From an optimization exercise on the open Yosys and OpenROAD flow, aimed at small area and a short achievable clock period; shortcuts taken in it are not production practice. Power is estimated from default activity; no workload was simulated.

Design daisy_core, start of the top module:
module daisy_core (
    input  wire       clk,
    input  wire       rst,
    input  wire       op_valid,
    input  wire [3:0] op,
    output reg        cmd_ready,
    output reg        rx_active,
    output reg        hop_request,
    output reg        rdata_valid,
    output wire [7:0] rdata,
    output reg        radio_req,
    output wire       radio_channel,
    output reg        sink_byte_valid,
    output wire [7:0] sink_byte,
    output reg        sink_commit,
    output reg        sink_begin,
    output wire       sink_begin_chan
);
Size in the first run: about 420 cells after synthesis, ~33 I/O pins, roughly 4000 um^2 of cells after synthesis.
export LEC_CHECK = 0
export CAP_MARGIN = 20
export CORE_MARGIN = 2
export CORE_UTILIZATION = 40
export SETUP_SLACK_MARGIN = 1.8
export SLEW_MARGIN = 20
export SYNTH_HIERARCHICAL = 1
create_clock -name core_clock -period 3.5 [get_ports {clk}]
standard.sh (not shown) runs the stock make flow with config.mk's settings and CLKGATE_MAP_FILE= SYNTH_SCRIPT=/design/flow/synth_recipe.tcl, a recipe that flattens the netlist after the stock synthesis.
==> flow/flow/run.sh <==
#!/bin/bash
# ORFS layout through the standard.sh, with these changes:
#  - synthesis may not use the slow many-input OR / NOR cells (added to the
#    platform's don't-use list);
#  - ports are buffered with buf_4 instead of the smallest buffer the resizer picks;
#  - timing repair may swap a cell for one with another footprint.
# Each tool's output goes to a log file of its own in this folder.
set -euo pipefail
BASE=$(make -s -C "$FLOW_HOME" DESIGN_CONFIG="$PWD/config.mk" WORK_HOME="$PWD/orfs" print-DONT_USE_CELLS 2>/dev/null \
       | sed -n 's/^DONT_USE_CELLS: //p' | tail -1)
SLOW=""
for c in or3_1 or3_2 or3_4 or3b_1 or3b_2 or3b_4 or4_1 or4_2 or4_4 or4b_1 or4b_2 or4b_4 \
         or4bb_1 or4bb_2 or4bb_4 nor4_1 nor4_2 nor4_4 nor4b_1 nor4b_2 nor4b_4 nor4bb_1 nor4bb_2 nor4bb_4; do
  SLOW="$SLOW sky130_fd_sc_hd__$c"
done
echo "DONT_USE_CELLS=$BASE $SLOW" > dont_use.log
bash standard.sh "DONT_USE_CELLS=$BASE $SLOW" synth > synth.log 2>&1
bash standard.sh "DONT_USE_CELLS=$BASE $SLOW" MATCH_CELL_FOOTPRINT=0 \
  "BUFFER_PORTS_ARGS=-buffer_cell sky130_fd_sc_hd__buf_4" finish > layout.log 2>&1
Change:
--- a/flow/design.v
+++ b/flow/design.v
@@ -1,24 +1,22 @@
 module dc_cond (
     input  wire [2:0]  phase,
     input  wire [15:0] win,
     input  wire [9:0]  cnt,
     input  wire [15:0] crc,
-    input  wire        crc_ok,
     input  wire        prev_e,
     input  wire [2:0]  err,
     output wire        in_hop,
     output wire        take,           
     output wire        pf_end,         
     output wire        byte_end,       
     output wire        cnt_en,         
     output wire [9:0]  cnt_inc,
     output wire [15:0] crc_nx,         
-    output wire        crc_ok_nx,      
     output wire [1:0]  rs,             
     output wire [1:0]  clr,            
     output wire [1:0]  commit,
     output wire [1:0]  hop,            
     output wire [5:0]  ph,             
     output wire [5:0]  er              
 );
     localparam [2:0] PH_WAITPRE  = 3'd2;
@@ -45,19 +43,17 @@
     wire noend     = take & (cnt == 10'd1020);
     wire nostart   = ws & (cnt[3:0] == 4'd15);
     assign pf_end   = pf & c7;
     assign byte_end = take & c7;
     assign cnt_en   = wp | ws | pf | take;
     assign cnt_inc  = cnt + 10'd1;
     wire [15:0] crc_s = {1'b0, crc[15:1]} ^ ((b ^ crc[0]) ? CRC_POLY : 16'h0000);
     assign crc_nx = pf_end ? 16'hFFFF : (take ? crc_s : crc);
-    wire stuff_nx = &win[8:4];
-    assign crc_ok_nx = stuff_nx ? (crc_nx == CRC_RESIDUAL)
-                                : ((win[9] ^ crc_nx[0]) & (crc_nx[15:1] == 15'h74B0));
+    wire crc_ok = stuff_due ? (crc == CRC_RESIDUAL) : (crc_s == CRC_RESIDUAL);
     wire flag_w = (win[15:9] == 7'b1111110);
     wire pre_w  = (win[15:1] == 15'h5555) & (cnt >= 10'd15);
     wire hop_w  = (cnt >= 10'd5);
     genvar i;
     generate
         for (i = 0; i < 2; i = i + 1) begin : lvl
             wire nd   = (i == 1) ? ~prev_e : prev_e;     
             wire fl   = flag_w & nd;
@@ -102,36 +98,35 @@
     localparam [2:0] PH_OFF      = 3'd0;
     localparam [2:0] PH_WAITPRE  = 3'd2;
     localparam [2:0] ERR_NONE    = 3'd0;
     reg [2:0]  phase;
     reg [15:0] win;
     reg [9:0]  cnt;
     reg [7:0]  acc;
     reg [15:0] crc;
-    reg        crc_ok;
     reg        prev_e;
     reg        chan;
     reg [2:0]  err;
     reg [5:0]  tag;
     reg [5:0]  rd;
     assign rdata           = {2'b00, rd};
     assign radio_channel   = chan;
     assign sink_begin_chan = chan;
     assign sink_byte       = acc;
-    wire        in_hop, take, pf_end, byte_end, cnt_en, crc_ok_nx;
+    wire        in_hop, take, pf_end, byte_end, cnt_en;
     wire [9:0]  cnt_inc;
     wire [15:0] crc_nx;
     wire [1:0]  rs, clr, commit, hop;
     wire [5:0]  ph, er;
     dc_cond u_cond (
-        .phase(phase), .win(win), .cnt(cnt), .crc(crc), .crc_ok(crc_ok),
+        .phase(phase), .win(win), .cnt(cnt), .crc(crc),
         .prev_e(prev_e), .err(err),
         .in_hop(in_hop), .take(take), .pf_end(pf_end), .byte_end(byte_end),
-        .cnt_en(cnt_en), .cnt_inc(cnt_inc), .crc_nx(crc_nx), .crc_ok_nx(crc_ok_nx),
+        .cnt_en(cnt_en), .cnt_inc(cnt_inc), .crc_nx(crc_nx),
         .rs(rs), .clr(clr), .commit(commit), .hop(hop), .ph(ph), .er(er)
     );
     wire e      = op[0];
     wire is_bit = op_valid & (op[3:1] == 3'b000);
     wire done   = op_valid & (op == 4'h5) & ~cmd_ready;    
     wire task_  = op_valid & cmd_ready;
     wire start  = task_ & (op == 4'h2);
     wire stop   = task_ & (op == 4'h3);
@@ -141,17 +136,16 @@
     wire radio  = op_valid & (op[3:1] == 3'b001 || op == 4'h4);    
     wire       d     = ~(prev_e ^ e);
     wire [2:0] bph   = e ? ph[5:3] : ph[2:0];
     wire [2:0] ber   = e ? er[5:3] : er[2:0];
     always @(posedge clk) begin
         if (is_bit) begin
             win    <= {d, win[15:1]};
             crc    <= crc_nx;
-            crc_ok <= crc_ok_nx;
         end
         if (is_bit & take) acc <= {win[8], acc[7:1]};
         if ((is_bit & (e ? clr[1] : clr[0])) | done) cnt <= 10'd0;
         else if (is_bit & cnt_en)                    cnt <= cnt_inc;
         case (op[1:0])
             2'b00:   rd <= {3'd0, phase};
             2'b01:   rd <= {5'd0, chan};
             2'b10:   rd <= tag;
Outcome: Via count decreases by a few percent. Setup slack loses 0.049 ns. Count of clock-buffer cells in the layout does not change. Synthesized area decreases by a few percent. Final area decreases by a few percent. Critical path depth increases by 1. Sequential power decreases slightly. Maximum frequency decreases slightly. Cell count decreases by a few percent. Power decreases slightly. Die area decreases by a few percent. Sequential share of layout area increases by 1.7 points. Global-route usage barely changes.
No functional check of the RTL was part of any run of this note.

static timing again, ports no longer ideal:
The flow's constraints put no driver on any port. The routed layouts listed below were extracted and timed again, unchanged, in two steps.
Step 1: set_driving_cell puts a clkbuf_16 on clk and a buf_2 on each other input, an assumption about the parent block.
Step 2, shift: input delay + t, output delay - t, t = (earliest + latest rising clock arrival at the registers) / 2. This alone moves slack from input paths to output paths.
a / b / c = ideal / step 1 / step 2; a / b = the first two.
| run | t, ns | slack for setup (ns) | hold slack, ns | slew at the worst register clock pin (ns) |
|---|---|---|---|---|
| the first run | 0.379 | 1.034 / 1.034 / 1.034 | 0.453 / 0.453 / 0.453 | 0.08 / 0.08 |
| the second run | 0.379 | 0.984 / 0.985 / 0.985 | 0.453 / 0.453 / 0.453 | 0.09 / 0.09 |
After both steps setup and hold are still met in every run listed.
